Context: an optimization exercise on an open-source flow, tuned for small area, a short achievable clock period and few clock cycles per item. The choices shown serve that exercise and are no tape-out recipe. RTL that was checked went through simulation tests only; none was proved equivalent to the original. For runs 5 and 6, only the layout was checked, not whether the RTL still works. Power and IR drop assume default switching activity.

`design.v`:
```
module ptc_builder (
    input  wire        clk,
    input  wire        rst,
    input  wire        start,
    output wire        start_ready,
    input  wire [7:0]  cfg_dtype,
    input  wire [31:0] cfg_total,
    input  wire [15:0] cfg_cyl,
    input  wire [7:0]  cfg_heads,
    input  wire [7:0]  cfg_sect,
    input  wire [7:0]  cfg_ilv,
    input  wire [31:0] cfg_nfull,
    output wire [7:0]  rsvd_addr,
    input  wire [7:0]  rsvd_data,
    output wire        out_valid,
    input  wire        out_ready,
    output wire [7:0]  out_data,
    output wire        res_valid,
    output wire        res_refused,
    output wire        res_warn
);
    reg        scan;         
    reg        srdy;         
    reg        pend;         
    reg        act;          
    reg        ov;           
    reg        lastb;        
    reg        rv;           
    reg        rref;         
    reg        rwarn;        
    reg  [7:0] od;           
    reg  [8:0] p;            
    reg [15:0] romx;         
    reg  [7:0] dtype;
    reg [23:0] total;
    reg [15:0] cyl;
    reg  [7:0] heads;
    reg  [7:0] sect;
    reg  [7:0] ilv;
    reg  [3:0] n4;           
    reg        nhi;          
    reg        nmid;         
    reg        wtop;         
    assign start_ready = srdy;
    assign out_valid   = ov;
    assign out_data    = od;
    assign res_valid   = rv;
    assign res_refused = rref;
    assign res_warn    = rwarn;
    wire [8:0] laddr = {p[1], p[8:2], p[0]};
    wire [7:0] off   = laddr[7:0];
    assign rsvd_addr = off;
    wire big  = nhi | nmid;                  
    wire nz   = big | (n4 != 4'd0);          
    wire warn = wtop | nhi | (total[15:0] != 16'd0) | (total[19:16] != n4);
    wire rsvd_off = (off == 8'h08) | (off == 8'h0F) | (off == 8'h10) | (off >= 8'h15);
    reg [15:0] kx;
    always @(*) begin
        if (big) kx = 16'hB9A0;
        else case (n4)
            4'd1:  kx = 16'h0651;
            4'd2:  kx = 16'h4752;
            4'd3:  kx = 16'h0453;
            4'd4:  kx = 16'h4556;
            4'd5:  kx = 16'h4255;
            4'd6:  kx = 16'h4352;
            4'd7:  kx = 16'h4057;
            4'd8:  kx = 16'h415E;
            4'd9:  kx = 16'h4E59;
            4'd10: kx = 16'h4F52;
            4'd11: kx = 16'h4C5B;
            4'd12: kx = 16'h4D56;
            4'd13: kx = 16'h4A5D;
            4'd14: kx = 16'h4B52;
            4'd15: kx = 16'h485F;
            default: kx = 16'h0651;
        endcase
    end
    wire [7:0] cks0 = romx[7:0]  ^ kx[7:0]  ^ dtype ^ total[15:8] ^ cyl[15:8] ^ sect;
    wire [7:0] cks1 = romx[15:8] ^ kx[15:8] ^ total[7:0] ^ total[23:16] ^ cyl[7:0]
                    ^ heads ^ ilv;
    wire [3:0] ei = laddr[7:4];              
    wire [3:0] eb = laddr[3:0];              
    wire i_lt = big | (ei < n4);             
    wire i_eq = ~big & (ei == n4);           
    wire i_le = i_lt | i_eq;
    wire [3:0] eim1 = ei - 4'd1;
    wire [3:0] eip1 = ei + 4'd1;
    reg [7:0] hbyte, ebyte;
    always @(*) begin
        case (off)
            8'h00, 8'h01: hbyte = 8'hAE;
            8'h02:        hbyte = cks0;
            8'h03:        hbyte = cks1;
            8'h04:        hbyte = dtype;
            8'h05:        hbyte = total[7:0];
            8'h06:        hbyte = total[15:8];
            8'h07:        hbyte = total[23:16];
            8'h09:        hbyte = cyl[7:0];
            8'h0A:        hbyte = cyl[15:8];
            8'h0B:        hbyte = heads;
            8'h0C:        hbyte = sect;
            8'h0D:        hbyte = ilv;
            8'h11, 8'h12, 8'h13, 8'h14: hbyte = 8'hFF;
            default:      hbyte = 8'h00;
        endcase
        case (eb)
            4'd0: ebyte = !i_le ? 8'h00 : (ei == 4'd0) ? 8'h01 : (ei == 4'd1) ? 8'h00
                        : {4'hF, 4'd1 - ei};                
            4'd1: ebyte = (i_le && ei >= 4'd2) ? 8'hFF : 8'h00;
            4'd2: ebyte = !i_le ? {4'd0, n4} : (ei == 4'd0) ? 8'h00 : (ei == 4'd1) ? 8'h01
                        : {4'd0, eim1};
            4'd3: ebyte = i_lt ? 8'hFF : i_eq ? {4'd0, n4 - 4'd1} : 8'h00;
            4'd4: ebyte = i_lt ? 8'hFF : 8'h00;
            4'd5: ebyte = (ei < 4'd4 && (ei == 4'd0 || i_lt)) ? 8'h40 : 8'h00;
            4'd6: ebyte = 8'hC1;
            4'd7: ebyte = 8'hC5;
            4'd8: ebyte = (ei < 4'd9) ? {4'hB, eip1} : 8'hB1;
            4'd9: ebyte = (ei < 4'd9) ? 8'hA0 : {4'hB, ei - 4'd9};
            default: ebyte = 8'hA0;
        endcase
    end
    wire       use_rom = ~laddr[8] & rsvd_off;
    wire [7:0] lbyte   = laddr[8] ? ebyte : hbyte;
    wire [7:0] nbyte   = use_rom ? rsvd_data : lbyte;
    wire idle_out = ~act & ~ov;
    wire begin_b  = pend & nz & idle_out;    
    wire refuse   = pend & ~nz & idle_out;   
    wire load     = (act & (~ov | out_ready)) | begin_b;
    wire plast    = (p == 9'd511);
    wire take     = start & srdy;
    wire pend_n = take | (pend & ~begin_b & ~refuse);
    wire act_n  = load ? ~plast : act;
    always @(posedge clk) begin
        if (rst) begin
            scan  <= 1'b1;
            srdy  <= 1'b0;
            pend  <= 1'b0;
            act   <= 1'b0;
            ov    <= 1'b0;
            rv    <= 1'b0;
            p     <= 9'd0;
            romx  <= 16'd0;
        end else begin
            rv   <= (ov & out_ready & lastb) | refuse;
            pend <= pend_n;
            act  <= act_n;
            srdy <= ~scan & ~pend_n & ~act_n;
            if (scan) begin
                if (rsvd_off) begin
                    if (p[0]) romx[15:8] <= romx[15:8] ^ rsvd_data;
                    else      romx[7:0]  <= romx[7:0]  ^ rsvd_data;
                end
                p <= p + {7'd0, p[0], 1'b1};
                if (off == 8'hFF) scan <= 1'b0;
            end else if (load) begin
                p <= p + 9'd1;
            end
            if (load)
                ov <= 1'b1;
            else if (out_ready)
                ov <= 1'b0;
        end
    end
    always @(posedge clk) begin
        if (load) begin
            od    <= nbyte;
            lastb <= plast;
        end
        if (srdy) begin
            dtype <= cfg_dtype;
            total <= cfg_total[23:0];
            cyl   <= cfg_cyl;
            heads <= cfg_heads;
            sect  <= cfg_sect;
            ilv   <= cfg_ilv;
            n4    <= cfg_nfull[3:0];
            nhi   <= (cfg_nfull[31:16] != 16'd0);
            nmid  <= (cfg_nfull[15:4] != 12'd0);
            wtop  <= (cfg_total[31:20] != cfg_nfull[15:4]);
        end else if (!(pend && ov)) begin
            rref  <= ~nz;
            rwarn <= warn;
        end
    end
endmodule
```
`config.mk`:
```
export PLATFORM = sky130hd
export DESIGN_NAME = ptc_builder
export DESIGN_NICKNAME = ptc_builder
export VERILOG_FILES = /design/flow/design.v
export SDC_FILE = /design/flow/constraint.sdc
export NUM_CORES = 4
export LEC_CHECK = 0
export CAP_MARGIN = 20
export CORE_MARGIN = 2
export CORE_UTILIZATION = 40
export PLACE_DENSITY = 0.6
export SLEW_MARGIN = 20
```
`standard.sh`:
```
#!/bin/bash
# synth_recipe.tcl (not shown) runs the flow's synth.tcl, then flattens the netlist and writes it again
# the make line also repeats each setting of config.mk as NAME=value (left out here)
make -C /OpenROAD-flow-scripts/flow DESIGN_CONFIG=/design/flow/config.mk WORK_HOME=/design/flow/orfs CLKGATE_MAP_FILE= SYNTH_SCRIPT=/design/flow/synth_recipe.tcl "${@:-finish}"
```
`flow/run.sh`:
```
#!/bin/bash
# The standard layout (the standard.sh, unchanged synthesis and steps),
# with one change: the port buffers that global placement inserts on every
# input and output are sky130_fd_sc_hd__buf_1 cells instead of the cell
# buffer_ports picks by itself (clkdlybuf4s50_1, a slow delay buffer).
set -euo pipefail
bash standard.sh "BUFFER_PORTS_ARGS=-buffer_cell sky130_fd_sc_hd__buf_1" finish > make_finish.log 2>&1
```
`constraint.sdc`:
```
create_clock -name core_clock -period 10.0 [get_ports {clk}]
set_input_delay 2.0000 -clock core_clock [delete_from_list [all_inputs] [get_ports {clk}]]
set_output_delay 2.0000 -clock core_clock [all_outputs]
set_load 0.01 [all_outputs]
```
==> results of run 1 <==
[power by group through the flow]
| stage | sequential (mW) | clock, mW | combinational [mW] |
|---|---|---|---|
| final | 0.582 | 0.610 | 0.129 |
| after CTS | 0.582 | 0.622 | 0.127 |
| after global routing | 0.583 | 0.646 | 0.140 |
| after global placement | 0.594 | 0 | 0.126 |
| after floorplan | 0.593 | 0 | 0.0807 |
| after detailed placement | 0.594 | 0 | 0.127 |
[flip-flops by register name, indices dropped and copies added, names as in the netlist, named ones only]
signal,cells
p,9
nhi,1
romx,16
wtop,1
cyl,16
total,24
nmid,1
rv,1
rwarn,1
ilv,8
rref,1
od,8
dtype,8
srdy,1
scan,1
lastb,1
sect,8
pend,1
n4,4
heads,8
act,1
ov,1
[layout by cell type, fill, tap and decap left out, types with 4 or more instances in the layout]
cell type | synthesis | layout
a211oi_1 | 5 | 5
a21oi_1 | 21 | 21
a221o_1 | 4 | 4
a22o_1 | 4 | 4
a22oi_1 | 7 | 7
a31oi_1 | 12 | 12
a32o_1 | 5 | 5
a32oi_1 | 6 | 6
and3_1 | 4 | 4
buf_1 | 2 | 144
buf_4 | 8 | 7
clkbuf_16 | 0 | 19
dfxtp_1 | 40 | 39
edfxtp_1 | 90 | 90
ha_1 | 20 | 20
inv_1 | 20 | 20
inv_6 | 0 | 6
mux2_2 | 5 | 5
mux2i_1 | 15 | 15
nand2_1 | 54 | 54
nand2b_1 | 6 | 6
nand3_1 | 24 | 24
nand4_1 | 6 | 6
nor2_1 | 49 | 49
nor2b_1 | 11 | 11
nor3_1 | 8 | 8
nor3b_1 | 10 | 10
nor4_1 | 18 | 18
o211ai_1 | 7 | 7
o21ai_0 | 14 | 14
o22ai_1 | 9 | 9
o2bb2ai_1 | 4 | 4
xnor2_1 | 80 | 80
xor2_1 | 52 | 52
[cell type report]
type	instances	area, um2
timing repair buffer	151	593
clock buffer	21	503
sequential	130	3510
inverter	21	78.8
fill	1719	9780
tap	234	293
multi-input combinational	520	3740
clock inverter	11	83.8
[logic make-up (layout without fill, tap and decap cells)]
kind of cell | Yosys count | count (layout) | synth area share (%)
compound gates | 127 | 127 | 12.3
fa+ha+maj | 22 | 22 | 3.72
buf+inv | 60 | 204 | 3.80
mux | 22 | 22 | 3.19
xor+xnor | 132 | 132 | 15.3
simple gates | 217 | 217 | 15.1
flops | 130 | 130 | 46.5
[stage by stage]
step | std cells | setup WS (ns) | util [%] | power (mW) | cell area (um2)
final | 1088 | 6.57 | 47.4 | 1.32 | 8800
after global routing | 1088 | 6.52 | 47.4 | 1.37 | 8800
after CTS | 1088 | 6.55 | 47.4 | 1.33 | 8800
after detailed placement | 1056 | 6.26 | 44.2 | 0.720 | 8210
after global placement | 1056 | 6.34 | 44.2 | 0.720 | 8210
after floorplan | 710 | 5.92 | - | 0.673 | 7530
[per-layer routing]
layer	share of wire (%)	wire length [um]	vias to the layer above	global-route usage (%)
met5	0	0	-	0
met2	47	9800	252	33.9
met3	7.1	1490	31	5.26
met1	44	9240	2755	29.1
met4	2.1	434	0	6.74
li1	-	-	2848	-
[worst reg2reg max path: stages (launching register included)]
cell	delay [ns]
dfxtp_1	0.42
inv_1	0.26
ha_1	0.33
or3b_1	0.46
nor2_1	0.80
nand2_1	0.28
o22ai_1	0.23
nor3_1	0.08
o211ai_1	0.16
[worst min path at each step]
| stage | cells after the start | endpoint | slack, ns |
|---|---|---|---|
| floorplan | 2 | rv | 0.48 |
| global placement | 2 | rv | 0.50 |
| detailed placement | 2 | rv | 0.49 |
| CTS | 2 | rv | 0.51 |
| global route | 2 | pend | 0.56 |
| finish | 2 | rv | 0.51 |
==> out/metrics.yaml, run 1 <==
global_route:
  grt_pass1_wl_mm: 32.4
  grt_overflow_total: 0
  grt_pass1_vias: 5707
  grt_max_degree: 72
  grt.total_usage_pct: 21.4
  antenna_found_initial: 0
drt:
  ant_nets: 0
  dr_total_vias: 5886
  firstDrtPassIters: 5
  routedWlPerCell_um: 19.3
  via_per_inst: 5.41
  wl_mm: 21.0
  drc_errors: 0
  drtIter0Drc: 515
clocking:
  clk_pin_slew_ns: 0.06
  hold_buffers: 0
  clk_path_buf_depth: 2
  tritoncts: "yes"
  h-tree-depth: 4
  cts_sinks: 130
  clkLatencyLatePin_ns: 0.42
  cts_resized: 0
  cts-buffers-inserted: 17
  post-cts-setup-buffer-count: 0
  cts_root_buf: "clkbuf_16"
critical_path:
  cpMaxStageDelayCell: "dfxtp_1"
  crit_type: "flip-flop to output port"
  path_depth: 1
  crit_path_end_kind: "output port"
  cp_cell_sequence: "buf_1"
  required_ns: 8.00
  cp_top_family: "flip-flops"
  path_max_fanout: 18
  max_stage_delay_ns: 0.78
  crit_path_start_kind: "flip-flop"
  r2r-start: "p[5]"
  crit_start: "p[8]"
  r2r_end: "od[6]"
  worstRegToRegCells: 8
  crit_arrival_ns: 1.43
  crit_buf_inv: 1
  crit_path_end: "rsvd_addr[7]"
  r2r_slack_ns: 6.82
synthesis:
  ys_seq_area_share_pct: 46.5
  synth.largest_area_cell: "edfxtp_1"
  ys_types: 77
  synth_ff_type: "edfxtp_1"
  synth_common_cells: "edfxtp_1 (90), xnor2_1 (80), nand2_1 (54)"
  synth-async-reset-ratio_pct: 0
  avgSynthCellArea_um2: 10.6
  synth_most_common_cell: "edfxtp_1"
  synth_top_area_share_pct: 35.9
  synthTopCellsByArea: "edfxtp_1 (36%), dfxtp_1 (11%), xnor2_1 (9.3%)"
  synth_warnings: 1
  ys_seq_elements: 130
  syn_inst: 710
  synth_area_um2: 7530
  postSynthNetCount: 855
  synth_edf_count: 90
worst_hold_path:
  hp-start: "lastb"
  hold_class: "flip-flop to flip-flop"
pwr:
  p_int_uw: 993
  power.net_switching_uw: 329
  pwr-share-seq_pct: 44.1
  netSwitchingFraction_pct: 24.9
  pwr-share-clk_pct: 46.2
  combPwrFrac_pct: 9.8
  power_density_nw_per_um2: 150
  ir_drop_mv: 0.115
  p_leak_nw: 2.95
floorplanning:
  die_w_um: 141
  ioPinCount: 145
  initial_core_util_pct: 40.5
  die_h_um: 141
  dieArea_um2: 19900
  rows: 50
  coreArea_um2: 18600
sta:
  period_share_pct: 34.3
  skew_ns: 0.0104
  slew-limit-headroom_pct: 24.4
  period_needed_ns: 3.43
  fin_tns_setup_ns: 0
  final-hold-violation-count: 0
  worst_slew_pin_slew_ns: 1.13
  fmax_mhz: 292
  whs_ns: 0.506
  grt_setup_unrepaired: "no"
  finalSetupViolCount: 0
  drv_slew: 0
run:
  cap_violations: 0
outcome:
  outcome: "no timing/DRC/antenna violations"
finish:
  num_antenna_cells: 0
  drive_gt1_share_pct: 6.79
  syn_to_final_growth_pct: 16.8
  nNetsFinal: 986
place:
  port_buffers: 144
  post-dp-hpwl_mm: 15.6
  globalplace.congestion: 0.876
Testbench counts, summed over its fixed seeds: cycles 100,560, builds 192.
==> run 2: changes to the inputs <==
--- a/config.mk
+++ b/config.mk
@@ -10,3 +10,3 @@
 export CORE_UTILIZATION = 40
 export PLACE_DENSITY = 0.6
-export SLEW_MARGIN = 20
+export SLEW_MARGIN = 60
==> out/metrics.yaml, run 2 <==
floorplanning:
  rows: 50  # unchanged
  initial_core_util_pct: 40.5  # unchanged
  ioPinCount: 145  # unchanged
  dieArea_um2: 19900  # unchanged
  die_w_um: 141  # unchanged
  die_h_um: 141  # unchanged
  coreArea_um2: 18600  # unchanged
sta:
  fmax_mhz: 310  # +6.4%
  drv_slew: 0  # unchanged
  slew-limit-headroom_pct: 59.4  # +35 points
  worst_slew_pin_slew_ns: 0.604  # -0.525 ns
  finalWorstSetupSlack_ns: 6.78  # +0.205 ns
  fin_tns_setup_ns: 0  # unchanged
  grt_setup_unrepaired: "no"
  period_needed_ns: 3.22  # -0.205 ns
  period_share_pct: 32.2  # -2.1 points
  finalSetupViolCount: 0  # unchanged
  final-hold-violation-count: 0  # unchanged
  skew_ns: 0.00925  # -0.00116 ns
drt:
  drtIter0Drc: 550  # +6.8%
  routedWlPerCell_um: 19.5  # +1.2%
  via_per_inst: 5.39  # -0.29%
  firstDrtPassIters: 5  # unchanged
  dr_total_vias: 5896  # +0.17%
  wl_mm: 21.3  # +1.7%
  ant_nets: 0  # unchanged
  drc_errors: 0  # unchanged
finish:
  nNetsFinal: 991  # +0.51%
  mostFrequentLayoutCell: "buf_1"
  num_antenna_cells: 0  # unchanged
  reg_top3: "total: 24 flops, cyl: 16 flops, romx: 16 flops"
  largest-register: "total"
  syn_to_final_growth_pct: 18.2
  final_cell_mix: "buf_1 (144), edfxtp_1 (90), xnor2_1 (80), nand2_1 (54), xor2_1 (52)"
  n_fill_cell: 1727  # +0.47%
  largest_reg_flops: 24  # unchanged
  drive_gt1_share_pct: 8.27  # +1.5 points
synthesis:
  synth-async-reset-ratio_pct: 0  # unchanged
  synth_ff_type: "edfxtp_1"
  synth_warnings: 1  # unchanged
  ys_seq_area_share_pct: 46.5  # unchanged
  synth_common_cells: "edfxtp_1 (90), xnor2_1 (80), nand2_1 (54)"
  synth_top_area_share_pct: 35.9  # unchanged
  syn_inst: 710  # unchanged
  synth_most_common_cell: "edfxtp_1"
  synth_edf_count: 90  # unchanged
  synth.largest_area_cell: "edfxtp_1"
  postSynthNetCount: 855  # unchanged
  synthTopCellsByArea: "edfxtp_1 (36%), dfxtp_1 (11%), xnor2_1 (9.3%)"
  synth_area_um2: 7530  # unchanged
  ys_types: 77  # unchanged
  ys_seq_elements: 130  # unchanged
  avgSynthCellArea_um2: 10.6  # unchanged
critical_path:
  path_depth: 1  # unchanged
  crit_path_start_kind: "flip-flop"
  max_stage_delay_ns: 0.60  # -0.18 ns
  cp_cell_sequence: "buf_1"
  crit_buf_inv: 1  # unchanged
  worstRegToRegCells: 8  # unchanged
  required_ns: 8.00  # about the same
  crit_arrival_ns: 1.22  # -0.21 ns
  crit_type: "flip-flop to output port"
  path_max_fanout: 11  # -7
  cp_top_family: "flip-flops"
  crit_path_end_kind: "output port"
  cpMaxStageDelayCell: "dfxtp_1"
worst_hold_path:
  holdPathStages: 2  # unchanged
  hold_class: "flip-flop to flip-flop"
global_route:
  antenna_found_initial: 0  # unchanged
  grt.total_usage_pct: 21.6  # +0.15 points
  grt_overflow_total: 0  # unchanged
  grt_pass1_wl_mm: 32.7  # +0.98%
  grt_pass1_vias: 5749  # +0.74%
  grt_max_degree: 72  # unchanged
pwr:
  ir_drop_mv: 0.126  # +9.1%
  power_density_nw_per_um2: 148  # -1.6%
  p_leak_nw: 2.97  # +0.61%
clocking:
  cts_resized: 0  # unchanged
  cts_root_buf: "clkbuf_16"
  post-cts-setup-buffer-count: 0  # unchanged
  clk_pin_slew_ns: 0.06  # about the same
  clk_path_buf_depth: 2  # unchanged
  cts-buffers-inserted: 17  # unchanged
  hold_buffers: 0  # unchanged
  h-tree-depth: 4  # unchanged
  tritoncts: "yes"
  cts_sinks: 130  # unchanged
  clkLatencyLatePin_ns: 0.43  # about the same
place:
  port_buffers: 144  # unchanged
  post-place-ws_ns: 6.53  # +0.275 ns
  post-dp-hpwl_mm: 15.7  # +0.86%
  globalplace.congestion: 0.876  # unchanged
outcome:
  outcome: "no timing/DRC/antenna violations"
run:
  cap_violations: 0  # unchanged
run 2: cell counts after synthesis:
Identical to the previous run, type by type.
run 2: metal layers:
metal	part of all wire, %	track usage (%)	up-vias
li1	-	-	2852
met1	44	29.3	2774
met2	47	34.6	244
met3	6.1	4.21	26
met4	2.2	7.32	0
met5	0	0	-
run 2: final timing paths:
check,slack (ns),from,endpoint
worst max register to register,6.90,p[5],od[3]
worst min-delay path,0.51,lastb,rv
worst min register to register,0.51,lastb,rv
worst max-delay path,6.78,p[6],rsvd_addr[5]
run 2: through the flow:
| step | instances | cell area (um2) | utilization, % | power, mW | hold slack, ns |
|---|---|---|---|---|---|
| floorplan | 710 | 7530 | - | 0.673 | 0.475 |
| finish | 1093 | 8910 | 47.9 | 1.32 | 0.508 |
| global route | 1093 | 8910 | 47.9 | 1.36 | 0.553 |
| detailed placement | 1059 | 8310 | 44.7 | 0.723 | 0.494 |
| global placement | 1056 | 8210 | 44.2 | 0.720 | 0.499 |
| CTS | 1091 | 8880 | 47.8 | 1.32 | 0.506 |
run 2: cells by family (layout without fill, tap and decap cells):
kind of cell / count (synthesis) / in the layout / synth area share, %
AND/OR/NAND/NOR: 217 / 217 / 15.1
XOR/XNOR: 132 / 132 / 15.3
flip-flops: 130 / 130 / 46.5
AO/OA/AOI/OAI: 127 / 127 / 12.3
buffers and inverters: 60 / 209 / 3.80
adder cells (fa/ha/maj): 22 / 22 / 3.72
multiplexers: 22 / 22 / 3.19
run 2: final cells by class:
cell class              instances  area, um2  share of cell area (%)
clock inverters                 8       66.3                   0.745
multi-input cells             520       3820                    42.9
repair buffers                156        636                    7.14
inverters                      21       78.8                   0.885
clock buffers                  24        504                    5.66
well taps                     234        293                    3.29
flip-flops and latches        130       3510                    39.4
run 2: where the power goes:
part / leakage, nW / internal (mW) / switching [mW]
registers: 1.14 / 0.579 / 0.00438
clock network: 0.280 / 0.357 / 0.243
logic: 1.55 / 0.0512 / 0.0815
total: 2.97 / 0.987 / 0.329
==> run 3: changes to the inputs <==
--- a/config.mk
+++ b/config.mk
@@ -10,3 +10,3 @@
 export CORE_UTILIZATION = 40
 export PLACE_DENSITY = 0.6
-export SLEW_MARGIN = 60
+export SLEW_MARGIN = 80
==> out/metrics.yaml, run 3 <==
outcome:
  outcome: "no timing/DRC/antenna violations"
sta:
  fin_tns_setup_ns: 0  # unchanged
  finalWorstSetupSlack_ns: 6.76  # -0.0191 ns
  period_needed_ns: 3.24  # +0.0191 ns
  final-hold-violation-count: 0  # unchanged
  drv_slew: 0  # unchanged
  grt_setup_unrepaired: "no"
  worst_slew_pin_slew_ns: 0.276  # -0.328 ns
  period_share_pct: 32.4  # +0.19 points
  skew_ns: 0.00879  # -0.000461 ns
  slew-limit-headroom_pct: 81.2  # +22 points
  fmax_mhz: 308  # -0.59%
  finalSetupViolCount: 0  # unchanged
finish:
  largest-register: "total"
  final_cell_mix: "buf_1 (163), edfxtp_1 (90), xnor2_1 (80), nand2_1 (54), xor2_1 (52)"
  utilization_pct: 51.6  # +3.6 points
  mostFrequentLayoutCell: "buf_1"
  syn_to_final_growth_pct: 27.2
  num_antenna_cells: 0  # unchanged
  nNetsFinal: 1032  # +4.1%
  reg_top3: "total: 24 flops, cyl: 16 flops, romx: 16 flops"
  largest_reg_flops: 24  # unchanged
  final_cells: 1134  # +3.8%
  drive_gt1_share_pct: 15.8  # +7.5 points
critical_path:
  r2r_slack_ns: 6.76  # -0.14 ns
  required_ns: 10.17  # +2.17 ns
  crit_path_start_kind: "flip-flop"
  path_max_fanout: 10  # -1
  crit_type: "flip-flop to flip-flop"
  r2r_end: "od[2]"
  crit_path_frequent_cell: "clkdlybuf4s50_1"
  crit_buf_inv: 3  # +2
  cp_cell_sequence: "inv_1 > ha_1 > nand2b_1 > a211oi_2 > a32oi_1 > clkdlybuf4s50_1 > o311ai_4 > o41ai_2 > clkdlybuf4s50_1 > nand3_1"
  max_stage_delay_ns: 0.56  # -0.04 ns
  crit_path_end_kind: "flip-flop"
  worstRegToRegCells: 10  # +2
  cpMaxStageDelayCell: "clkdlybuf4s50_1"
  crit_arrival_ns: 3.41  # +2.19 ns
  cp_top_family: "buffers and inverters"
  r2r-start: "p[5]"
synthesis:
  synth_most_common_cell: "edfxtp_1"
  synth_area_um2: 7530  # unchanged
  ys_types: 77  # unchanged
  synth_warnings: 1  # unchanged
  synth_ff_type: "edfxtp_1"
  synth_top_area_share_pct: 35.9  # unchanged
  syn_inst: 710  # unchanged
  synth_edf_count: 90  # unchanged
  synthTopCellsByArea: "edfxtp_1 (36%), dfxtp_1 (11%), xnor2_1 (9.3%)"
  ys_seq_elements: 130  # unchanged
  postSynthNetCount: 855  # unchanged
  avgSynthCellArea_um2: 10.6  # unchanged
  synth.largest_area_cell: "edfxtp_1"
  ys_seq_area_share_pct: 46.5  # unchanged
  synth-async-reset-ratio_pct: 0  # unchanged
  synth_common_cells: "edfxtp_1 (90), xnor2_1 (80), nand2_1 (54)"
place:
  port_buffers: 144  # unchanged
  dp.cells: 1095  # +3.4%
  globalplace.congestion: 0.876  # unchanged
  post-place-ws_ns: 6.67  # +0.141 ns
  post-dp-hpwl_mm: 16.4  # +4.6%
pwr:
  pwr-share-clk_pct: 44.9  # -0.7 points
  p_int_mw: 1.01  # +1.9%
  ir_drop_mv: 0.110  # -12%
  fin_total_pwr_mw: 1.34  # +2.0%
  pwr-share-seq_pct: 43.5  # -0.8 points
  combPwrFrac_pct: 11.7  # +1.6 points
  netSwitchingFraction_pct: 25.1  # +0.072 points
  power_density_nw_per_um2: 140  # -5.2%
  p_leak_nw: 3.23  # +8.6%
  power.net_switching_uw: 336  # +2.3%
clocking:
  h-tree-depth: 4  # unchanged
  cts-buffers-inserted: 17  # unchanged
  post-cts-setup-buffer-count: 0  # unchanged
  hold_buffers: 0  # unchanged
  clkLatencyLatePin_ns: 0.42  # about the same
  cts_resized: 0  # unchanged
  tritoncts: "yes"
  clk_path_buf_depth: 2  # unchanged
  cts_root_buf: "clkbuf_16"
  cts_sinks: 130  # unchanged
  clk_pin_slew_ns: 0.06  # about the same
global_route:
  grt_max_degree: 35  # -51%
  antenna_found_initial: 0  # unchanged
  grt_pass1_wl_mm: 33.6  # +2.7%
  grt_pass1_vias: 5989  # +4.2%
  grt_overflow_total: 0  # unchanged
  grt.total_usage_pct: 22.1  # +0.53 points
worst_hold_path:
  holdPathStages: 2  # unchanged
  hold_class: "flip-flop to flip-flop"
  hold_end: "rv"
  hp-start: "lastb"
drt:
  via_per_inst: 5.44  # +0.85%
  drtIter0Drc: 502  # -8.7%
  routedWlPerCell_um: 19.2  # -1.3%
  wl_mm: 21.8  # +2.4%
  drc_errors: 0  # unchanged
  dr_total_vias: 6169  # +4.6%
  ant_nets: 0  # unchanged
  firstDrtPassIters: 6  # +1
floorplanning:
  ioPinCount: 145  # unchanged
  dieArea_um2: 19900  # unchanged
  rows: 50  # unchanged
  initial_core_util_pct: 40.5  # unchanged
  die_h_um: 141  # unchanged
  die_w_um: 141  # unchanged
  coreArea_um2: 18600  # unchanged
run:
  cap_violations: 0  # unchanged
[run 3: how the worst max path moves through the flow]
stage | startpoint | to | slack [ns] | cells past startpoint
2_1_floorplan | srdy | start_ready | 5.92 | 0
3_3_place_gp | out_ready | p[8] | 6.34 | 7
3_5_place_dp | out_ready | p[6] | 6.67 | 7
4_1_cts | nhi | od[2] | 6.81 | 10
5_1_grt | p[5] | od[2] | 6.58 | 10
6_report | p[5] | od[2] | 6.76 | 10
[run 3: through the flow]
| stage | hold WS [ns] | instance area, um2 |
|---|---|---|
| final | 0.506 | 9580 |
| after global routing | 0.552 | 9580 |
| after CTS | 0.511 | 9390 |
| after detailed placement | 0.495 | 8820 |
| after global placement | 0.499 | 8210 |
| after floorplan | 0.475 | 7530 |
[run 3: worst min-delay path, stage by stage, from the launching register on]
cell	delay, ns
edfxtp_1	0.32
a31oi_1	0.08
nor2_1	0.07
[run 3: power groups by stage]
stage / sequential, mW / combinational (mW) / clock (mW)
2_1_floorplan: 0.593 / 0.0807 / 0
3_3_place_gp: 0.594 / 0.126 / 0
3_5_place_dp: 0.594 / 0.147 / 0
4_1_cts: 0.583 / 0.149 / 0.611
5_1_grt: 0.584 / 0.168 / 0.634
6_report: 0.583 / 0.157 / 0.602
[run 3: final cells by class]
| class | instances | area, um2 |
|---|---|---|
| fillers | 1677 | 9000 |
| multi-input cells | 520 | 4140 |
| flip-flops and latches | 130 | 3530 |
| repair buffers | 197 | 958 |
| clock buffers | 23 | 512 |
| well taps | 234 | 293 |
| inverters | 21 | 81.3 |
| clock inverters | 9 | 66.3 |
[run 3: metal layers]
metal  vias up  global-route usage (%)  share of wire (%)
met2       238                    34.8                 47
met5         -                       0                  0
met1      2959                    30.1                 44
met3        34                    4.76                6.0
met4         0                    8.05                2.3
li1       2938                       -                  -
[run 3: cells by family (layout without fill, tap and decap cells)]
kind of cell	Yosys count	count (layout)	share of synthesized area [%]
adders and majority gates	22	22	3.72
DFF	130	130	46.5
buffers and inverters	60	250	3.80
muxes	22	22	3.19
AOI/OAI and AO/OA	127	127	12.3
and+or+nand+nor	217	217	15.1
xor gates and xnor gates	132	132	15.3
==> run 4: changes to the inputs <==
==> run.sh (new file) <==
#!/bin/bash
# synth_recipe.tcl (not shown) runs the flow's synth.tcl, then flattens the netlist and writes it again
# the make line also repeats each setting of config.mk as NAME=value (left out here)
make -C /OpenROAD-flow-scripts/flow DESIGN_CONFIG=/design/flow/config.mk WORK_HOME=/design/flow/orfs CLKGATE_MAP_FILE= SYNTH_SCRIPT=/design/flow/synth_recipe.tcl finish
--- a/config.mk
+++ b/config.mk
@@ -10,3 +10,3 @@
 export CORE_UTILIZATION = 40
 export PLACE_DENSITY = 0.6
-export SLEW_MARGIN = 80
+export SLEW_MARGIN = 20
removed: flow/run.sh
removed: standard.sh
==> out/metrics.yaml, run 4 <==
outcome:
  outcome: "no timing/DRC/antenna violations"
floorplanning:
  initial_core_util_pct: 40.5  # unchanged
  rows: 50  # unchanged
  dieArea_um2: 19900  # unchanged
  coreArea_um2: 18600  # unchanged
  die_w_um: 141  # unchanged
  ioPinCount: 145  # unchanged
  die_h_um: 141  # unchanged
clocking:
  h-tree-depth: 4  # unchanged
  tritoncts: "yes"
  post-cts-setup-buffer-count: 0  # unchanged
  cts_sinks: 130  # unchanged
  clk_path_buf_depth: 2  # unchanged
  cts-buffers-inserted: 17  # unchanged
  clk_pin_slew_ns: 0.06  # about the same
  hold_buffers: 0  # unchanged
  clkLatencyLatePin_ns: 0.43  # about the same
  cts_root_buf: "clkbuf_16"
  cts_resized: 0  # unchanged
sta:
  finalSetupViolCount: 0  # unchanged
  fin_tns_setup_ns: 0  # unchanged
  slew-limit-headroom_pct: 25.7  # -56 points
  skew_ns: 0.0180  # +0.00923 ns
  whs_ns: 0.507  # +0.00105 ns
  final-hold-violation-count: 0  # unchanged
  grt_setup_unrepaired: "no"
  period_share_pct: 38.7  # +6.3 points
  drv_slew: 0  # unchanged
  finalWorstSetupSlack_ns: 6.13  # -0.630 ns
  fmax_mhz: 258  # -16%
  worst_slew_pin_slew_ns: 1.12  # +0.839 ns
  period_needed_ns: 3.87  # +0.630 ns
synthesis:
  ys_seq_area_share_pct: 46.5  # unchanged
  synth_top_area_share_pct: 35.9  # unchanged
  synthTopCellsByArea: "edfxtp_1 (36%), dfxtp_1 (11%), xnor2_1 (9.3%)"
  synth_ff_type: "edfxtp_1"
  ys_types: 77  # unchanged
  synth_edf_count: 90  # unchanged
  synth_area_um2: 7530  # unchanged
  synth_warnings: 1  # unchanged
  ys_seq_elements: 130  # unchanged
  synth_most_common_cell: "edfxtp_1"
  avgSynthCellArea_um2: 10.6  # unchanged
  synth-async-reset-ratio_pct: 0  # unchanged
  synth_common_cells: "edfxtp_1 (90), xnor2_1 (80), nand2_1 (54)"
  synth.largest_area_cell: "edfxtp_1"
  postSynthNetCount: 855  # unchanged
  syn_inst: 710  # unchanged
finish:
  nNetsFinal: 986  # -4.5%
  multi_input_area_um2: 3750  # -9.5%
  reg_top3: "total: 24 flops, cyl: 16 flops, romx: 16 flops"
  largest_reg_flops: 24  # unchanged
  n_fill_cell: 1607  # -4.2%
  num_antenna_cells: 0  # unchanged
  mostFrequentLayoutCell: "clkdlybuf4s50_1"
  largest-register: "total"
  register_area_um2: 3510  # -0.53%
  final_cell_mix: "clkdlybuf4s50_1 (144), edfxtp_1 (90), xnor2_1 (80), nand2_1 (54), xor2_1 (52)"
  syn_to_final_growth_pct: 28.6
  drive_gt1_share_pct: 6.56  # -9.2 points
critical_path:
  crit_arrival_ns: 1.87  # -1.54 ns
  cp_top_family: "flip-flops"
  crit_path_start_kind: "flip-flop"
  path_max_fanout: 18  # +8
  crit_buf_inv: 1  # -2
  r2r_slack_ns: 6.52  # -0.24 ns
  max_stage_delay_ns: 0.78  # +0.22 ns
  required_ns: 8.00  # -2.17 ns
  crit_path_end_kind: "output port"
  crit_type: "flip-flop to output port"
  cp_cell_sequence: "clkdlybuf4s50_1"
  cpMaxStageDelayCell: "dfxtp_1"
place:
  port_buffers: 144  # unchanged
  post-dp-hpwl_mm: 16.6  # +0.85%
  post-place-ws_ns: 5.93  # -0.747 ns
  globalplace.congestion: 0.903  # +3.0%
drt:
  firstDrtPassIters: 5  # -1
  wl_mm: 22.6  # +3.4%
  drtIter0Drc: 572  # +14%
  dr_total_vias: 6065  # -1.7%
  ant_nets: 0  # unchanged
  routedWlPerCell_um: 20.7  # +7.7%
  via_per_inst: 5.57  # +2.5%
  drc_errors: 0  # unchanged
global_route:
  grt_pass1_vias: 6141  # +2.5%
  grt.total_usage_pct: 22.9  # +0.83 points
  grt_pass1_wl_mm: 34.4  # +2.4%
  antenna_found_initial: 0  # unchanged
  grt_max_degree: 76  # +120%
  grt_overflow_total: 0  # unchanged
run:
  cap_violations: 0  # unchanged
pwr:
  fin_total_pwr_mw: 1.35  # +0.49%
  p_leak_nw: 3.32  # +2.7%
  power_density_nw_per_um2: 139  # -0.64%
  ir_drop_mv: 0.112  # +2.2%
worst_hold_path:
  hold_class: "flip-flop to flip-flop"
run 4: area by class of cell:
class	instances	share of cell area, %
well taps	234	3.02
inverters	21	0.814
repair buffers	151	15.4
multi-input cells	520	38.7
clock buffers	18	4.53
clock inverters	14	1.33
flip-flops and latches	130	36.2
run 4: kinds of logic after synthesis:
family | count (synthesis) | synth area share, %
AOI/OAI and AO/OA | 127 | 12.3
xor gates and xnor gates | 132 | 15.3
adders and majority gates | 22 | 3.72
buffers and inverters | 60 | 3.80
DFF | 130 | 46.5
muxes | 22 | 3.19
and+or+nand+nor | 217 | 15.1
run 4: report_power, final:
| part | switching (mW) | internal [mW] |
|---|---|---|
| sequential | 0.00420 | 0.578 |
| clock | 0.251 | 0.351 |
| combinational | 0.0818 | 0.0826 |
run 4: stage by stage:
stage          utilization, %  cells  area [um2]
6_report                 52.1   1088        9690
3_5_place_dp             49.1   1056        9110
3_3_place_gp             49.1   1056        9110
4_1_cts                  52.1   1088        9680
5_1_grt                  52.1   1088        9690
2_1_floorplan               -    710        7530
run 4: layer usage:
metal	track usage [%]	wire, um	share of wire (%)	vias to the layer above
li1	-	-	-	2842
met1	30.9	9790	43	2918
met2	36.4	10800	48	279
met3	4.96	1560	6.9	26
met4	8.47	427	1.9	0
met5	0	0	0	-
run 4: worst paths after layout:
kind	start	to	cells past startpoint
setup / recovery	p[8]	rsvd_addr[7]	1
hold / removal	lastb	rv	2
setup reg to reg	p[5]	od[4]	8
hold reg to reg	lastb	rv	2
==> run 5: changes to the inputs <==
--- a/design.v
+++ b/design.v
@@ -22,4 +22,7 @@
     reg        scan;         
     reg        srdy;         
+    reg        srdy_o;       
+    reg        ov_o;         
+    reg  [7:0] ra;           
     reg        pend;         
     reg        act;          
@@ -42,6 +45,6 @@
     reg        nmid;         
     reg        wtop;         
-    assign start_ready = srdy;
-    assign out_valid   = ov;
+    assign start_ready = srdy_o;
+    assign out_valid   = ov_o;
     assign out_data    = od;
     assign res_valid   = rv;
@@ -50,5 +53,5 @@
     wire [8:0] laddr = {p[1], p[8:2], p[0]};
     wire [7:0] off   = laddr[7:0];
-    assign rsvd_addr = off;
+    assign rsvd_addr = ra;
     wire big  = nhi | nmid;                  
     wire nz   = big | (n4 != 4'd0);          
@@ -82,9 +85,16 @@
     wire [3:0] ei = laddr[7:4];              
     wire [3:0] eb = laddr[3:0];              
-    wire i_lt = big | (ei < n4);             
-    wire i_eq = ~big & (ei == n4);           
-    wire i_le = i_lt | i_eq;
     wire [3:0] eim1 = ei - 4'd1;
     wire [3:0] eip1 = ei + 4'd1;
+    reg i_lt, i_eq, i_le, i_0, i_1, i_f40, i_lt9;
+    always @(posedge clk) begin
+        i_lt  <= big | (ei < n4);            
+        i_eq  <= ~big & (ei == n4);          
+        i_le  <= big | (ei <= n4);
+        i_0   <= (ei == 4'd0);
+        i_1   <= (ei == 4'd1);
+        i_f40 <= (ei < 4'd4) && (ei == 4'd0 || big || ei < n4);
+        i_lt9 <= (ei < 4'd9);
+    end
     reg [7:0] hbyte, ebyte;
     always @(*) begin
@@ -106,16 +116,16 @@
         endcase
         case (eb)
-            4'd0: ebyte = !i_le ? 8'h00 : (ei == 4'd0) ? 8'h01 : (ei == 4'd1) ? 8'h00
+            4'd0: ebyte = !i_le ? 8'h00 : i_0 ? 8'h01 : i_1 ? 8'h00
                         : {4'hF, 4'd1 - ei};                
-            4'd1: ebyte = (i_le && ei >= 4'd2) ? 8'hFF : 8'h00;
-            4'd2: ebyte = !i_le ? {4'd0, n4} : (ei == 4'd0) ? 8'h00 : (ei == 4'd1) ? 8'h01
+            4'd1: ebyte = (i_le && !i_0 && !i_1) ? 8'hFF : 8'h00;
+            4'd2: ebyte = !i_le ? {4'd0, n4} : i_0 ? 8'h00 : i_1 ? 8'h01
                         : {4'd0, eim1};
             4'd3: ebyte = i_lt ? 8'hFF : i_eq ? {4'd0, n4 - 4'd1} : 8'h00;
             4'd4: ebyte = i_lt ? 8'hFF : 8'h00;
-            4'd5: ebyte = (ei < 4'd4 && (ei == 4'd0 || i_lt)) ? 8'h40 : 8'h00;
+            4'd5: ebyte = i_f40 ? 8'h40 : 8'h00;
             4'd6: ebyte = 8'hC1;
             4'd7: ebyte = 8'hC5;
-            4'd8: ebyte = (ei < 4'd9) ? {4'hB, eip1} : 8'hB1;
-            4'd9: ebyte = (ei < 4'd9) ? 8'hA0 : {4'hB, ei - 4'd9};
+            4'd8: ebyte = i_lt9 ? {4'hB, eip1} : 8'hB1;
+            4'd9: ebyte = i_lt9 ? 8'hA0 : {4'hB, ei - 4'd9};
             default: ebyte = 8'hA0;
         endcase
@@ -136,4 +146,7 @@
             scan  <= 1'b1;
             srdy  <= 1'b0;
+            srdy_o <= 1'b0;
+            ov_o  <= 1'b0;
+            ra    <= 8'd0;
             pend  <= 1'b0;
             act   <= 1'b0;
@@ -147,4 +160,5 @@
             act  <= act_n;
             srdy <= ~scan & ~pend_n & ~act_n;
+            srdy_o <= ~scan & ~act_n & ~(start & srdy_o | (pend & ~begin_b & ~refuse));
             if (scan) begin
                 if (rsvd_off) begin
@@ -153,12 +167,12 @@
                 end
                 p <= p + {7'd0, p[0], 1'b1};
+                ra <= ra + 8'd1;
                 if (off == 8'hFF) scan <= 1'b0;
             end else if (load) begin
                 p <= p + 9'd1;
+                ra <= {ra[7:1] + {6'd0, ra[0] & p[1]}, ~ra[0]};
             end
-            if (load)
-                ov <= 1'b1;
-            else if (out_ready)
-                ov <= 1'b0;
+            ov   <= load | (ov & ~out_ready);
+            ov_o <= load | (ov_o & ~out_ready);
         end
     end
==> flow/run.sh (new file) <==
#!/bin/bash
# The standard layout (the standard.sh, unchanged synthesis and steps),
# with one change: the port buffers that global placement inserts on every
# input and output are sky130_fd_sc_hd__buf_1 cells instead of the cell
# buffer_ports picks by itself (clkdlybuf4s50_1, a slow delay buffer).
set -euo pipefail
bash standard.sh "BUFFER_PORTS_ARGS=-buffer_cell sky130_fd_sc_hd__buf_1" finish > make_finish.log 2>&1
==> standard.sh (new file) <==
#!/bin/bash
# synth_recipe.tcl (not shown) runs the flow's synth.tcl, then flattens the netlist and writes it again
# the make line also repeats each setting of config.mk as NAME=value (left out here)
make -C /OpenROAD-flow-scripts/flow DESIGN_CONFIG=/design/flow/config.mk WORK_HOME=/design/flow/orfs CLKGATE_MAP_FILE= SYNTH_SCRIPT=/design/flow/synth_recipe.tcl "${@:-finish}"
removed: run.sh
==> out/metrics.yaml, run 5 <==
place:
  dp.cells: 1116  # +5.7%
  post-dp-hpwl_mm: 15.0  # -9.6%
  globalplace.congestion: 0.867  # -4.0%
  port_buffers: 144  # unchanged
floorplanning:
  die_w_um: 145  # +2.6%
  dieArea_um2: 21000  # +5.3%
  ioPinCount: 145  # unchanged
  initial_core_util_pct: 40.8  # +0.28 points
  die_h_um: 145  # +2.6%
  rows: 51  # +2.0%
  coreArea_um2: 19500  # +4.7%
finish:
  largest_reg_flops: 24  # unchanged
  mostFrequentLayoutCell: "buf_1"
  largest-register: "total"
  syn_to_final_growth_pct: 17.2
  final_cells: 1148  # +5.5%
  reg_top3: "total: 24 flops, cyl: 16 flops, romx: 16 flops"
  num_antenna_cells: 0  # unchanged
  n_fill_cell: 1833  # +14%
  final_cell_mix: "buf_1 (143), edfxtp_1 (90), xnor2_1 (84), nor2_1 (59), dfxtp_1 (55)"
  nNetsFinal: 1017  # +3.1%
  drive_gt1_share_pct: 6.68  # +0.12 points
worst_hold_path:
  hp-start: "srdy_o"
  hold_class: "flip-flop to flip-flop"
drt:
  via_per_inst: 5.25  # -5.9%
  firstDrtPassIters: 6  # +1
  dr_total_vias: 6023  # -0.69%
  ant_nets: 0  # unchanged
  wl_mm: 20.5  # -9.0%
  drc_errors: 0  # unchanged
  drtIter0Drc: 413  # -28%
  routedWlPerCell_um: 17.9  # -14%
clocking:
  clk_path_buf_depth: 2  # unchanged
  clk_pin_slew_ns: 0.06  # about the same
  cts_root_buf: "clkbuf_16"
  cts-buffers-inserted: 17  # unchanged
  post-cts-setup-buffer-count: 0  # unchanged
  clkLatencyLatePin_ns: 0.43  # about the same
  h-tree-depth: 4  # unchanged
  hold_buffers: 0  # unchanged
  cts_sinks: 147  # +13%
  tritoncts: "yes"
  cts_resized: 0  # unchanged
critical_path:
  r2r-start: "p[5]"
  r2r_slack_ns: 6.72  # +0.20 ns
  crit_start: "out_ready"
  crit_type: "input port to flip-flop"
  crit_arrival_ns: 3.90  # +2.03 ns
  path_max_fanout: 14  # -4
  crit_path_end_kind: "flip-flop"
  crit_path_start_kind: "input port"
  required_ns: 10.29  # +2.29 ns
synthesis:
  syn_inst: 735  # +3.5%
  synth_edf_count: 90  # unchanged
  synthTopCellsByArea: "edfxtp_1 (34%), dfxtp_1 (14%), xnor2_1 (9.3%)"
  avgSynthCellArea_um2: 10.8  # +1.9%
  postSynthNetCount: 882  # +3.2%
  synth.largest_area_cell: "edfxtp_1"
  synth_area_um2: 7950  # +5.5%
  synth_warnings: 1  # unchanged
  ys_types: 77  # unchanged
  ys_seq_area_share_pct: 48.4  # +1.9 points
  synth_common_cells: "edfxtp_1 (90), xnor2_1 (84), nor2_1 (59)"
  synth_ff_type: "edfxtp_1"
  ys_seq_elements: 147  # +13%
  synth-async-reset-ratio_pct: 0  # unchanged
  synth_most_common_cell: "edfxtp_1"
  synth_top_area_share_pct: 34.0  # -1.9 points
global_route:
  grt.total_usage_pct: 19.9  # -3.1 points
  grt_pass1_vias: 6060  # -1.3%
  antenna_found_initial: 0  # unchanged
  grt_overflow_total: 0  # unchanged
  grt_pass1_wl_mm: 32.8  # -4.8%
  grt_max_degree: 78  # +2.6%
sta:
  final-hold-violation-count: 0  # unchanged
  worst_slew_pin_slew_ns: 1.12  # +0.00162 ns
  slew-limit-headroom_pct: 25.3  # -0.38 points
  fin_tns_setup_ns: 0  # unchanged
  grt_setup_unrepaired: "no"
  period_needed_ns: 3.61  # -0.263 ns
  fmax_mhz: 277  # +7.3%
  drv_slew: 0  # unchanged
  skew_ns: 0.00813  # -0.00989 ns
  finalSetupViolCount: 0  # unchanged
  whs_ns: 0.437  # -0.0700 ns
  period_share_pct: 36.1  # -2.6 points
pwr:
  ir_drop_mv: 0.119  # +6.0%
  p_leak_nw: 3.17  # -4.4%
  power_density_nw_per_um2: 154  # +11%
outcome:
  outcome: "no timing/DRC/antenna violations"
run:
  cap_violations: 0  # unchanged
==> run 5: power by group <==
part | total (mW) | internal (mW) | switching, mW | leakage [nW]
clock network | 0.670 | 0.405 | 0.266 | 0.298
logic | 0.115 | 0.0455 | 0.0692 | 1.59
registers | 0.651 | 0.647 | 0.00448 | 1.29
==> run 5: kinds of logic after synthesis <==
kind of cell,count (synthesis),share of synthesized area (%)
simple gates,209,13.8
flops,147,48.4
compound gates,137,12.6
xor+xnor,137,15.1
buf+inv,58,3.31
mux,24,3.12
fa+ha+maj,23,3.72
==> run 5: worst max-delay path: stages <==
cell and delay (ns):
buf_1 0.09, nand2b_1 0.17, o21ai_1 0.48, inv_1 0.57, o2111ai_1 0.36, xor2_1 0.18, nor2_1 0.05
==> run 5: cell type report <==
type                    instances  area, um2  area share, %
inverters                      24       92.6          0.994
clock buffers                  20        447           4.80
flip-flops and latches        147       3850           41.3
well taps                     265        332           3.56
multi-input cells             530       3840           41.2
clock inverters                12        170           1.83
repair buffers                150        587           6.30
==> run 5: final timing paths <==
check / to / depth (start not counted)
hold reg to reg: srdy_o / 1
setup reg to reg: od[2] / 8
hold / removal: srdy_o / 1
setup / recovery: ra[5] / 7
==> run 5: through the flow <==
stage | area, um2 | utilization, % | power, mW | setup slack (ns)
after floorplan | 7950 | - | 0.737 | 6.54
after global placement | 8700 | 44.7 | 0.777 | 6.02
after detailed placement | 8700 | 44.7 | 0.778 | 5.93
after CTS | 9320 | 47.9 | 1.44 | 6.35
after global routing | 9320 | 47.9 | 1.48 | 6.16
final | 9320 | 47.9 | 1.44 | 6.39
==> run 5: per-layer routing <==
layer	GRT usage [%]	up-vias	routed length, um
li1	-	2950	-
met2	32.8	194	9860
met1	26.1	2855	9190
met5	0	-	0
met4	5.64	0	383
met3	4.78	24	1090
==> run 6: changes to the inputs <==
--- a/design.v
+++ b/design.v
@@ -58,43 +58,28 @@
     wire warn = wtop | nhi | (total[15:0] != 16'd0) | (total[19:16] != n4);
     wire rsvd_off = (off == 8'h08) | (off == 8'h0F) | (off == 8'h10) | (off >= 8'h15);
-    reg [15:0] kx;
-    always @(*) begin
-        if (big) kx = 16'hB9A0;
-        else case (n4)
-            4'd1:  kx = 16'h0651;
-            4'd2:  kx = 16'h4752;
-            4'd3:  kx = 16'h0453;
-            4'd4:  kx = 16'h4556;
-            4'd5:  kx = 16'h4255;
-            4'd6:  kx = 16'h4352;
-            4'd7:  kx = 16'h4057;
-            4'd8:  kx = 16'h415E;
-            4'd9:  kx = 16'h4E59;
-            4'd10: kx = 16'h4F52;
-            4'd11: kx = 16'h4C5B;
-            4'd12: kx = 16'h4D56;
-            4'd13: kx = 16'h4A5D;
-            4'd14: kx = 16'h4B52;
-            4'd15: kx = 16'h485F;
-            default: kx = 16'h0651;
-        endcase
-    end
+    wire [3:0] nm1 = n4 - 4'd1;
+    wire [7:0] kx0 = big ? 8'hA0
+                   : {4'h5, n4[0] ? n4 : {~n4[2] & ~n4[1], ~n4[1], 2'b10}};
+    wire [7:0] kx1 = big ? 8'hB9
+                   : {1'b0, ~(n4 == 4'd1 || n4 == 4'd3), 2'b00, nm1 ^ 4'h6};
+    wire [15:0] kx = {kx1, kx0};
     wire [7:0] cks0 = romx[7:0]  ^ kx[7:0]  ^ dtype ^ total[15:8] ^ cyl[15:8] ^ sect;
     wire [7:0] cks1 = romx[15:8] ^ kx[15:8] ^ total[7:0] ^ total[23:16] ^ cyl[7:0]
                     ^ heads ^ ilv;
-    wire [3:0] ei = laddr[7:4];              
+    reg [3:0] ei;
+    reg i_lt, i_eq, i_le, i_0, i_1, i_f40, i_lt9;
+    always @(posedge clk) begin
+        ei    <= p[8:5];
+        i_lt  <= big | (p[8:5] < n4);        
+        i_eq  <= ~big & (p[8:5] == n4);      
+        i_le  <= big | (p[8:5] <= n4);
+        i_0   <= (p[8:5] == 4'd0);
+        i_1   <= (p[8:5] == 4'd1);
+        i_f40 <= (p[8:5] < 4'd4) && (p[8:5] == 4'd0 || big || p[8:5] < n4);
+        i_lt9 <= (p[8:5] < 4'd9);
+    end
     wire [3:0] eb = laddr[3:0];              
     wire [3:0] eim1 = ei - 4'd1;
     wire [3:0] eip1 = ei + 4'd1;
-    reg i_lt, i_eq, i_le, i_0, i_1, i_f40, i_lt9;
-    always @(posedge clk) begin
-        i_lt  <= big | (ei < n4);            
-        i_eq  <= ~big & (ei == n4);          
-        i_le  <= big | (ei <= n4);
-        i_0   <= (ei == 4'd0);
-        i_1   <= (ei == 4'd1);
-        i_f40 <= (ei < 4'd4) && (ei == 4'd0 || big || ei < n4);
-        i_lt9 <= (ei < 4'd9);
-    end
     reg [7:0] hbyte, ebyte;
     always @(*) begin
@@ -121,5 +106,5 @@
             4'd2: ebyte = !i_le ? {4'd0, n4} : i_0 ? 8'h00 : i_1 ? 8'h01
                         : {4'd0, eim1};
-            4'd3: ebyte = i_lt ? 8'hFF : i_eq ? {4'd0, n4 - 4'd1} : 8'h00;
+            4'd3: ebyte = i_lt ? 8'hFF : i_eq ? {4'd0, nm1} : 8'h00;
             4'd4: ebyte = i_lt ? 8'hFF : 8'h00;
             4'd5: ebyte = i_f40 ? 8'h40 : 8'h00;
--- a/config.mk
+++ b/config.mk
@@ -10,3 +10,3 @@
 export CORE_UTILIZATION = 40
 export PLACE_DENSITY = 0.6
-export SLEW_MARGIN = 20
+export SLEW_MARGIN = 65
==> out/metrics.yaml, run 6 <==
drt:
  firstDrtPassIters: 5  # -1
  dr_total_vias: 6306  # +4.7%
  drc_errors: 0  # unchanged
  routedWlPerCell_um: 19.3  # +8.0%
  wl_mm: 22.3  # +8.5%
  ant_nets: 0  # unchanged
  via_per_inst: 5.47  # +4.2%
  drtIter0Drc: 520  # +26%
synthesis:
  synth_area_um2: 7980  # +0.39%
  avgSynthCellArea_um2: 10.8  # +0.12%
  synth_most_common_cell: "edfxtp_1"
  ys_seq_elements: 142  # -3.4%
  ys_types: 91  # +18%
  synth_ff_type: "edfxtp_1"
  synth_edf_count: 90  # unchanged
  synthTopCellsByArea: "edfxtp_1 (34%), dfxtp_1 (13%), xnor2_1 (8.7%)"
  syn_inst: 737  # +0.27%
  synth_common_cells: "edfxtp_1 (90), xnor2_1 (79), nor2_1 (61)"
  ys_seq_area_share_pct: 46.9  # -1.4 points
  synth.largest_area_cell: "edfxtp_1"
  synth_warnings: 1  # unchanged
  synth-async-reset-ratio_pct: 0  # unchanged
  synth_top_area_share_pct: 33.9  # -0.13 points
  postSynthNetCount: 879  # -0.34%
sta:
  slew-limit-headroom_pct: 60.2  # +35 points
  whs_ns: 0.447  # +0.00999 ns
  finalSetupViolCount: 0  # unchanged
  finalWorstSetupSlack_ns: 6.92  # +0.531 ns
  grt_setup_unrepaired: "no"
  fmax_mhz: 325  # +17%
  skew_ns: 0.00844  # +0.000310 ns
  period_share_pct: 30.8  # -5.3 points
  drv_slew: 0  # unchanged
  final-hold-violation-count: 0  # unchanged
  period_needed_ns: 3.08  # -0.531 ns
  fin_tns_setup_ns: 0  # unchanged
  worst_slew_pin_slew_ns: 0.591  # -0.525 ns
place:
  post-place-ws_ns: 6.51  # +0.578 ns
  post-dp-hpwl_mm: 16.2  # +8.4%
  globalplace.congestion: 0.923  # +6.5%
  port_buffers: 144  # unchanged
global_route:
  grt_overflow_total: 0  # unchanged
  grt_max_degree: 54  # -31%
  grt_pass1_vias: 6172  # +1.8%
  grt_pass1_wl_mm: 34.7  # +5.9%
  grt.total_usage_pct: 21.1  # +1.3 points
  antenna_found_initial: 0  # unchanged
clocking:
  hold_buffers: 0  # unchanged
  clkLatencyLatePin_ns: 0.44  # about the same
  h-tree-depth: 4  # unchanged
  cts-buffers-inserted: 17  # unchanged
  tritoncts: "yes"
  clk_path_buf_depth: 2  # unchanged
  cts_resized: 0  # unchanged
  cts_sinks: 142  # -3.4%
  post-cts-setup-buffer-count: 0  # unchanged
  cts_root_buf: "clkbuf_16"
  clk_pin_slew_ns: 0.06  # about the same
pwr:
  ir_drop_mv: 0.111  # -6.3%
  power_density_nw_per_um2: 151  # -2.0%
  p_leak_nw: 3.14  # -0.96%
finish:
  drive_gt1_share_pct: 10.9  # +4.2 points
  num_antenna_cells: 0  # unchanged
  reg_top3: "total: 24 flops, cyl: 16 flops, romx: 16 flops"
  syn_to_final_growth_pct: 18.3
  register_area_um2: 3750  # -2.5%
  nNetsFinal: 1017  # unchanged
  multi_input_area_um2: 4040  # +5.3%
  n_fill_cell: 1857  # +1.3%
  final_cell_mix: "buf_1 (143), edfxtp_1 (90), xnor2_1 (79), nor2_1 (60), dfxtp_1 (47)"
  largest_reg_flops: 24  # unchanged
  largest-register: "total"
  mostFrequentLayoutCell: "buf_1"
critical_path:
  crit_arrival_ns: 3.45  # -0.45 ns
  crit_path_end_kind: "flip-flop"
  path_max_fanout: 13  # -1
  crit_type: "input port to flip-flop"
  crit_path_start_kind: "input port"
  required_ns: 10.37  # +0.08 ns
floorplanning:
  die_h_um: 145  # +0.19%
  ioPinCount: 145  # unchanged
  initial_core_util_pct: 40.8  # about the same
  rows: 51  # unchanged
  dieArea_um2: 21100  # +0.38%
  die_w_um: 145  # +0.19%
  coreArea_um2: 19500  # +0.33%
run:
  cap_violations: 0  # unchanged
outcome:
  outcome: "no timing/DRC/antenna violations"
worst_hold_path:
  hold_class: "flip-flop to flip-flop"
## run 6: changes by cell type after synthesis, moves of 6 or more
| cell | delta |
|---|---|
| nand2_1 | -14 |
| inv_1 | -6 |
| nor3b_1 | -6 |
| nor3_1 | +8 |
| xnor3_1 | +6 |
| nand3_1 | +14 |
| o22ai_1 | +7 |
| xor2_1 | -7 |
| mux2i_1 | -11 |
## run 6: final cells by class
| cell class | count | share of cell area, % |
|---|---|---|
| clock buffer | 18 | 4.55 |
| timing repair buffer | 155 | 6.80 |
| sequential | 142 | 39.8 |
| multi-input combinational | 540 | 42.8 |
| inverter | 19 | 0.782 |
| clock inverter | 14 | 1.75 |
| tap | 265 | 3.51 |
## run 6: worst paths after layout
path	slack, ns	from	end	cells after the start
max	6.92	out_ready	p[5]	8
max reg2reg	7.03	nhi	od[2]	6
min	0.45	srdy_o	srdy_o	1
min reg2reg	0.45	srdy_o	srdy_o	1
## run 6: layer usage
metal,track usage (%),share of wire (%),vias to the layer above,wire length [um]
met4,7.75,2.4,0,525
met2,34.9,48,280,10600
met1,27.5,43,2987,9590
met3,4.28,6.8,37,1520
met5,0,0,-,0
li1,-,-,3002,-
## run 6: where the power goes
part / switching (mW) / leakage (nW) / internal (mW)
Sequential: 0.00394 / 1.24 / 0.627
Clock: 0.258 / 0.288 / 0.392
Combinational: 0.0892 / 1.61 / 0.0560
Total: 0.351 / 3.14 / 1.07
## run 6: logic make-up after synthesis
| logic type | after synthesis | synth area share [%] |
|---|---|---|
| simple gates | 233 | 15.9 |
| flops | 142 | 46.9 |
| compound gates | 137 | 12.3 |
| xor+xnor | 131 | 15.4 |
| buf+inv | 55 | 3.39 |
| mux | 20 | 3.00 |
| fa+ha+maj | 19 | 3.04 |
## run 6: worst max-delay path, cell delays in order
cell	delay [ns]
buf_1	0.11
nand2_1	0.06
nand2_1	0.14
o21ai_4	0.14
inv_4	0.21
nor2_2	0.12
or4_1	0.52
a21oi_1	0.15
## run 6: metrics by stage
step	util, %	cells	power (mW)	instance area, um2
global route	48.3	1153	1.47	9440
floorplan	-	737	0.730	7980
CTS	48.1	1152	1.44	9390
detailed placement	45.1	1120	0.784	8800
global placement	44.6	1116	0.781	8700
finish	48.3	1153	1.43	9440

==> port drivers added, routing unchanged <==
No port has a modelled driver above. Below, the same layouts with a new extraction and two added sets of constraints.
Step 1 sets driving cells, clkbuf_16 on the clock port and buf_2 on the other inputs (assumed; they add their load-dependent delay and slew).
Step 2 adds t to the input delays and takes it off the output delays; t is the mean of the earliest and latest rising clock arrival at the registers after step 1. Input paths then give back, and output paths get back, about the clock's delay inside the block.
Three values: no drivers, after step 1, after step 2; two values: the first two.
run | shift t [ns] | setup slack, ns | worst hold slack (ns)
run 1 | 0.463 | 6.571 / 6.527 / 6.226 | 0.506 / 0.506 / 0.506
run 2 | 0.462 | 6.777 / 6.735 / 6.515 | 0.508 / 0.508 / 0.508
run 3 | 0.466 | 6.757 / 6.757 / 6.703 | 0.506 / 0.506 / 0.506
run 4 | 0.463 | 6.128 / 6.085 / 5.846 | 0.507 / 0.507 / 0.507
run 5 | 0.468 | 6.391 / 6.404 / 5.937 | 0.437 / 0.437 / 0.437
run 6 | 0.477 | 6.922 / 6.884 / 6.458 | 0.447 / 0.447 / 0.447
After both steps every run listed still meets setup and hold. For run 6, which loses most, drivers alone change the setup slack by -0.038 ns; drivers and shift together by -0.464 ns.
